From an optimization exercise on the open Yosys and OpenROAD flow, aimed at small area, a short achievable clock period and few clock cycles per item; shortcuts taken in it are not production practice.

Setup of lane 1:
==> flow/design.v <==
module gf32_mul (
    input  wire [24:0] a,
    input  wire [4:0]  b,
    output wire [4:0]  y
);
    assign y = (a[4:0]   & {5{b[0]}}) ^ (a[9:5]   & {5{b[1]}}) ^ (a[14:10] & {5{b[2]}}) ^
               (a[19:15] & {5{b[3]}}) ^ (a[24:20] & {5{b[4]}});
endmodule
module gf32_inv (
    input  wire [4:0]  a,
    output reg  [24:0] g,
    output reg  [4:0]  tau
);
    always @* begin
        case (a)
            5'd0: begin g = 25'h0000000; tau = 5'h00; end
            5'd1: begin g = 25'h0FAAD21; tau = 5'h09; end
            5'd2: begin g = 25'h12131BA; tau = 5'h08; end
            5'd3: begin g = 25'h1C2CA04; tau = 5'h1E; end
            5'd4: begin g = 25'h1A8EEA3; tau = 5'h02; end
            5'd5: begin g = 25'h0953770; tau = 5'h16; end
            5'd6: begin g = 25'h0546059; tau = 5'h13; end
            5'd7: begin g = 25'h14D1E43; tau = 5'h04; end
            5'd8: begin g = 25'h0F3782D; tau = 5'h15; end
            5'd9: begin g = 25'h11FF027; tau = 5'h19; end
            5'd10: begin g = 25'h132863B; tau = 5'h11; end
            5'd11: begin g = 25'h17C0555; tau = 5'h03; end
            5'd12: begin g = 25'h04BB8FB; tau = 5'h1A; end
            5'd13: begin g = 25'h17665F1; tau = 5'h1C; end
            5'd14: begin g = 25'h01332E2; tau = 5'h01; end
            5'd15: begin g = 25'h01539BC; tau = 5'h05; end
            5'd16: begin g = 25'h02D72C5; tau = 5'h0E; end
            5'd17: begin g = 25'h1B2094D; tau = 5'h14; end
            5'd18: begin g = 25'h02716B8; tau = 5'h0D; end
            5'd19: begin g = 25'h07C2DD0; tau = 5'h07; end
            5'd20: begin g = 25'h0799326; tau = 5'h0F; end
            5'd21: begin g = 25'h158A645; tau = 5'h10; end
            5'd22: begin g = 25'h147FF5D; tau = 5'h1F; end
            5'd23: begin g = 25'h0B4AB2C; tau = 5'h0C; end
            5'd24: begin g = 25'h0E99B1A; tau = 5'h12; end
            5'd25: begin g = 25'h1240EF6; tau = 5'h1D; end
            5'd26: begin g = 25'h1E3D7E2; tau = 5'h06; end
            5'd27: begin g = 25'h065FE2C; tau = 5'h18; end
            5'd28: begin g = 25'h0B22511; tau = 5'h0A; end
            5'd29: begin g = 25'h10399F4; tau = 5'h17; end
            5'd30: begin g = 25'h1AEE124; tau = 5'h0B; end
            5'd31: begin g = 25'h1E6EC77; tau = 5'h1B; end
            default: begin g = 25'h0; tau = 5'h0; end
        endcase
    end
endmodule
module gf32_log (
    input  wire [4:0]  a,
    output wire [30:0] m
);
    assign m[30] = (a == 5'd1);
    assign m[29] = (a == 5'd2);
    assign m[28] = (a == 5'd4);
    assign m[27] = (a == 5'd8);
    assign m[26] = (a == 5'd16);
    assign m[25] = (a == 5'd5);
    assign m[24] = (a == 5'd10);
    assign m[23] = (a == 5'd20);
    assign m[22] = (a == 5'd13);
    assign m[21] = (a == 5'd26);
    assign m[20] = (a == 5'd17);
    assign m[19] = (a == 5'd7);
    assign m[18] = (a == 5'd14);
    assign m[17] = (a == 5'd28);
    assign m[16] = (a == 5'd29);
    assign m[15] = (a == 5'd31);
    assign m[14] = (a == 5'd27);
    assign m[13] = (a == 5'd19);
    assign m[12] = (a == 5'd3);
    assign m[11] = (a == 5'd6);
    assign m[10] = (a == 5'd12);
    assign m[9] = (a == 5'd24);
    assign m[8] = (a == 5'd21);
    assign m[7] = (a == 5'd15);
    assign m[6] = (a == 5'd30);
    assign m[5] = (a == 5'd25);
    assign m[4] = (a == 5'd23);
    assign m[3] = (a == 5'd11);
    assign m[2] = (a == 5'd22);
    assign m[1] = (a == 5'd9);
    assign m[0] = (a == 5'd18);
endmodule
module flex_bch (
    input  wire        clk,
    input  wire        rst,
    input  wire        in_valid,
    output wire        in_ready,
    input  wire        in_op,
    input  wire [31:0] in_word,
    output wire        out_valid,
    input  wire        out_ready,
    output wire [31:0] out_word,
    output wire        out_ok,
    output wire [1:0]  out_nfix
);
    wire [4:0] s1, s3;
    wire [9:0] e;            
    wire xn31 = in_word[4] ^ in_word[15];
    wire xn32 = in_word[22] ^ in_word[25];
    wire xn33 = in_word[6] ^ in_word[14];
    wire xn34 = in_word[2] ^ in_word[11];
    wire xn35 = in_word[16] ^ in_word[17];
    wire xn36 = in_word[5] ^ in_word[7];
    wire xn37 = in_word[21] ^ in_word[24];
    wire xn38 = in_word[3] ^ in_word[12];
    wire xn39 = xn31 ^ xn34;
    wire xn40 = in_word[8] ^ in_word[23];
    wire xn41 = in_word[1] ^ in_word[27];
    wire xn42 = in_word[0] ^ in_word[26];
    wire xn43 = in_word[13] ^ in_word[19];
    wire xn44 = in_word[10] ^ in_word[18];
    wire xn45 = xn38 ^ xn43;
    wire xn46 = xn32 ^ xn36;
    wire xn47 = xn35 ^ xn44;
    wire xn48 = xn33 ^ xn37;
    wire xn49 = in_word[14] ^ in_word[16];
    wire xn50 = in_word[9] ^ in_word[20];
    wire xn51 = in_word[5] ^ in_word[21];
    wire xn52 = in_word[1] ^ in_word[30];
    wire xn53 = xn31 ^ xn51;
    wire xn54 = xn35 ^ xn42;
    wire xn55 = xn33 ^ xn40;
    wire xn56 = xn39 ^ xn47;
    wire xn57 = xn45 ^ xn46;
    assign s1[0] = ((((in_word[20] ^ in_word[8]) ^ xn31) ^ (xn49 ^ xn52)) ^ xn57);
    assign s1[1] = ((((in_word[0] ^ in_word[18]) ^ (in_word[29] ^ in_word[7])) ^ xn39) ^ (xn45 ^ xn48));
    assign s1[2] = ((((in_word[19] ^ in_word[28]) ^ (in_word[6] ^ in_word[7])) ^ (xn32 ^ xn40)) ^ xn56);
    assign s1[3] = ((((in_word[15] ^ in_word[22]) ^ (in_word[3] ^ in_word[9])) ^ (xn36 ^ xn41)) ^ (xn47 ^ xn48));
    assign s1[4] = ((((in_word[13] ^ in_word[2]) ^ xn50) ^ xn53) ^ (xn54 ^ xn55));
    assign s3[0] = ((((in_word[12] ^ in_word[25]) ^ xn52) ^ xn48) ^ xn56);
    assign s3[1] = ((((in_word[11] ^ in_word[27]) ^ (in_word[28] ^ in_word[4])) ^ (xn32 ^ xn37)) ^ ((xn38 ^ xn42) ^ (xn49 ^ xn50)));
    assign s3[2] = ((((in_word[15] ^ in_word[18]) ^ xn34) ^ xn54) ^ xn57);
    assign s3[3] = ((((in_word[10] ^ in_word[12]) ^ (in_word[13] ^ in_word[17])) ^ ((in_word[23] ^ in_word[26]) ^ (in_word[28] ^ in_word[29]))) ^ ((xn32 ^ xn41) ^ xn53));
    assign s3[4] = ((((in_word[0] ^ in_word[20]) ^ xn41) ^ xn39) ^ (xn46 ^ xn55));
    wire [9:0] rem;          
    wire [9:0] s = {s3, s1};
    wire xm10 = s[0] ^ s[5];
    wire xm11 = s[3] ^ xm10;
    wire xm12 = s[1] ^ s[4];
    wire xm13 = s[7] ^ s[9];
    wire xm14 = s[8] ^ xm12;
    wire xm15 = s[2] ^ s[6];
    wire xm16 = s[6] ^ xm14;
    wire xm17 = s[2] ^ s[9];
    wire xm18 = xm13 ^ xm15;
    wire xm19 = s[4] ^ xm11;
    assign rem[0] = ((s[0] ^ s[7]) ^ xm16);
    assign rem[1] = (s[1] ^ xm18);
    assign rem[2] = (xm17 ^ xm11);
    assign rem[3] = xm11;
    assign rem[4] = xm16;
    assign rem[5] = ((xm10 ^ xm17) ^ xm14);
    assign rem[6] = (xm15 ^ xm19);
    assign rem[7] = ((xm13 ^ xm11) ^ xm16);
    assign rem[8] = (xm10 ^ xm18);
    assign rem[9] = (xm13 ^ xm19);
    wire [9:0] d_hi = in_word[30:21] ^ ({rem[0], rem[1], rem[2], rem[3], rem[4], rem[5], rem[6], rem[7], rem[8], rem[9]} & {10{in_op}});
    reg        full;
    reg [30:0] word;
    assign in_ready  = !full || out_ready;
    assign out_valid = full;
    always @(posedge clk) begin
        if (rst)
            full <= 1'b0;
        else if (in_ready)
            full <= in_valid;
    end
    wire [24:0] g;
    wire [4:0]  tau;
    gf32_inv u_tab (.a(s1), .g(g), .tau(tau));
    wire [4:0] s1g = s1 & {5{!in_op}};
    wire [4:0] s3g = s3 & {5{!in_op}};
    wire remz = (s1 == 5'd0 && s3 == 5'd0);
    wire [4:0] pa, pb;
    gf32_mul u_pa (.a({15'd0, g[9:0]}), .b({3'b000, s3g[1:0]}), .y(pa));
    gf32_mul u_pb (.a({5'd0, g[19:10], 10'd0}), .b({1'b0, s3g[3:2], 2'b00}), .y(pb));
    wire d_ta = ~^(tau[1:0] & s3g[1:0]);
    wire d_tb = (^(tau[3:2] & s3g[3:2])) || in_op || remz;
    wire d_tc = tau[4] && s3g[4];
    reg       b31, ta, tb, tc, rs34;
    reg [4:0] ra, rb, rg4, rs1;
    always @(posedge clk) begin
        if (in_ready) begin
            b31  <= in_word[31];
            ta   <= d_ta;
            tb   <= d_tb;
            tc   <= d_tc;
            word <= {d_hi, in_word[20:0]};
            ra   <= pa;
            rb   <= pb;
            rg4  <= g[24:20];
            rs34 <= s3g[4];
            rs1  <= s1g;
        end
    end
    wire fix = !(ta ^ tb ^ tc);
    wire ok  = fix;
    wire [4:0] r2 = ra ^ rb ^ (rg4 & {5{rs34}});
    wire [4:0] r1 = r2 ^ rs1;
    wire b31_out = b31 && !ok;
    wire [30:0] m1, m2;
    gf32_log u_m1 (.a(r1), .m(m1));
    gf32_log u_m2 (.a(r2), .m(m2));
    wire [30:0] fixed = word ^ ((m1 | m2) & {31{fix}});
    assign out_word = {b31_out, fixed};
    assign out_ok   = ok;
    assign out_nfix = {fix && r1 != 5'd0, fix && r1 == 5'd0 && r2 != 5'd0};
endmodule
==> flow/config.mk <==
export PLATFORM = sky130hd
export DESIGN_NAME = flex_bch
export DESIGN_NICKNAME = flex_bch
export VERILOG_FILES = /design/flow/design.v
export SDC_FILE = /design/flow/constraint.sdc
export NUM_CORES = 4
export LEC_CHECK = 0
export CAP_MARGIN = 20
export CORE_MARGIN = 2
export CORE_UTILIZATION = 40
export CTS_BUF_LIST = sky130_fd_sc_hd__clkbuf_4 sky130_fd_sc_hd__clkbuf_8
export PLACE_DENSITY = 0.6
export SETUP_SLACK_MARGIN = 3.5
export SLEW_MARGIN = 20
==> flow/constraint.sdc <==
create_clock -name core_clock -period 8.0 [get_ports {clk}]
set_input_delay 1.6000 -clock core_clock [delete_from_list [all_inputs] [get_ports {clk}]]
set_output_delay 1.6000 -clock core_clock [all_outputs]
set_load 0.01 [all_outputs]
standard.sh (not shown) runs the stock make flow with config.mk's settings and CLKGATE_MAP_FILE= SYNTH_SCRIPT=/design/flow/synth_recipe.tcl, a recipe that flattens the netlist after the stock synthesis.
==> flow/flow/run.sh <==
#!/bin/bash
# Layout: the standard flow (ORFS synthesis, floorplan, power grid, place, CTS,
# route) with two changes:
#  - the half/full adder cells and the 3-input XOR/XNOR cells are added to the
#    platform's don't-use list, so Yosys's adder extraction leaves the XOR logic to
#    ABC, which maps it into faster 2-input gates;
#  - the port buffers are buf_2 cells instead of the delay cells buffer_ports picks.
# Registers are untouched: same names and cell types as the standard synthesis.
# ORFS writes each step's log to orfs/logs/; make's output goes to standard.log.
set -euo pipefail
export BUFFER_PORTS_ARGS="-inputs -buffer_cell sky130_fd_sc_hd__buf_2"
export POST_GLOBAL_PLACE_TCL="$PWD/flow/post_gpl.tcl"
PLATFORM_DONT_USE=$(make -s -C "$FLOW_HOME" DESIGN_CONFIG="$PWD/config.mk" WORK_HOME="$PWD/orfs_q" print-DONT_USE_CELLS 2>/dev/null | sed -n 's/^DONT_USE_CELLS *: *//p')
rm -rf orfs_q
EXTRA=""
for c in ha_1 ha_2 ha_4 fa_1 fa_2 fa_4 xor3_1 xor3_2 xor3_4 xnor3_1 xnor3_2 xnor3_4; do
  EXTRA="$EXTRA sky130_fd_sc_hd__$c"
done
echo "DONT_USE_CELLS=$PLATFORM_DONT_USE$EXTRA" > dont_use.log
bash standard.sh "DONT_USE_CELLS=$PLATFORM_DONT_USE$EXTRA" finish > standard.log 2>&1
==> flow/flow/post_gpl.tcl <==
# Buffer the output ports with buf_1 cells (the inputs got buf_2 cells from
# global_place.tcl's buffer_ports -inputs call).
log_cmd buffer_ports -outputs -buffer_cell sky130_fd_sc_hd__buf_1
The following lists how lane 2 was set up differently from lane 1:
--- a/flow/design.v
+++ b/flow/design.v
@@ -176,33 +176,28 @@
     wire [4:0] s1g = s1 & {5{!in_op}};
     wire [4:0] s3g = s3 & {5{!in_op}};
     wire remz = (s1 == 5'd0 && s3 == 5'd0);
     wire [4:0] pa, pb;
-    gf32_mul u_pa (.a({15'd0, g[9:0]}), .b({3'b000, s3g[1:0]}), .y(pa));
-    gf32_mul u_pb (.a({5'd0, g[19:10], 10'd0}), .b({1'b0, s3g[3:2], 2'b00}), .y(pb));
-    wire d_ta = ~^(tau[1:0] & s3g[1:0]);
-    wire d_tb = (^(tau[3:2] & s3g[3:2])) || in_op || remz;
-    wire d_tc = tau[4] && s3g[4];
-    reg       b31, ta, tb, tc, rs34;
-    reg [4:0] ra, rb, rg4, rs1;
+    gf32_mul u_pa (.a({10'd0, g[14:0]}), .b({2'b00, s3g[2:0]}), .y(pa));
+    gf32_mul u_pb (.a({g[24:15], 15'd0}), .b({s3g[4:3], 3'b000}), .y(pb));
+    wire d_ta = ~^(tau[2:0] & s3g[2:0]);
+    wire d_tb = (^(tau[4:3] & s3g[4:3])) || in_op || remz;
+    reg       b31, ta, tb;
+    reg [4:0] ra, rb, rc;
     always @(posedge clk) begin
         if (in_ready) begin
             b31  <= in_word[31];
             ta   <= d_ta;
             tb   <= d_tb;
-            tc   <= d_tc;
             word <= {d_hi, in_word[20:0]};
             ra   <= pa;
             rb   <= pb;
-            rg4  <= g[24:20];
-            rs34 <= s3g[4];
-            rs1  <= s1g;
+            rc   <= pb ^ s1g;
         end
     end
-    wire fix = !(ta ^ tb ^ tc);
+    wire fix = !(ta ^ tb);
     wire ok  = fix;
-    wire [4:0] r2 = ra ^ rb ^ (rg4 & {5{rs34}});
-    wire [4:0] r1 = r2 ^ rs1;
+    wire [4:0] r1 = ra ^ rc, r2 = ra ^ rb;
     wire b31_out = b31 && !ok;
     wire [30:0] m1, m2;
     gf32_log u_m1 (.a(r1), .m(m1));
     gf32_log u_m2 (.a(r2), .m(m2));
### Flow results
Lane 2 against lane 1: via count +31; detail-routed via count per cell +3.3%.
No run of this note included a check of the RTL's function; only the layout flow was run.

what the ideal ports hide:
In the flow no input, the clock included, has a driving cell. The finished layouts below were timed again as built, in two steps. Step 1 sets driving cells, clkbuf_16 on the clock port and buf_2 on the other inputs (assumed; they add their load-dependent delay and slew). Step 2 moves the port delays by t, midway between the first and last clock arrival at a register: inputs arrive t later, outputs are due t later. That takes back most of the time a late clock gives input paths. Three values: ideal ports, drivers, drivers and shift; two values: the first two.
run	t (ns)	setup slack, ns	worst setup path after step 2	worst register clock-pin slew, ns	cell pins on the clock port's net
lane 1	0.361	3.612 / 3.622 / 3.261	input to register	0.07 / 0.07	1
lane 2	0.333	3.557 / 3.571 / 3.238	input to register	0.09 / 0.09	1
After both steps setup and hold are still met in every run listed. For lane 1, which loses most, drivers alone change the setup slack by +0.010 ns; drivers and shift together by -0.351 ns.
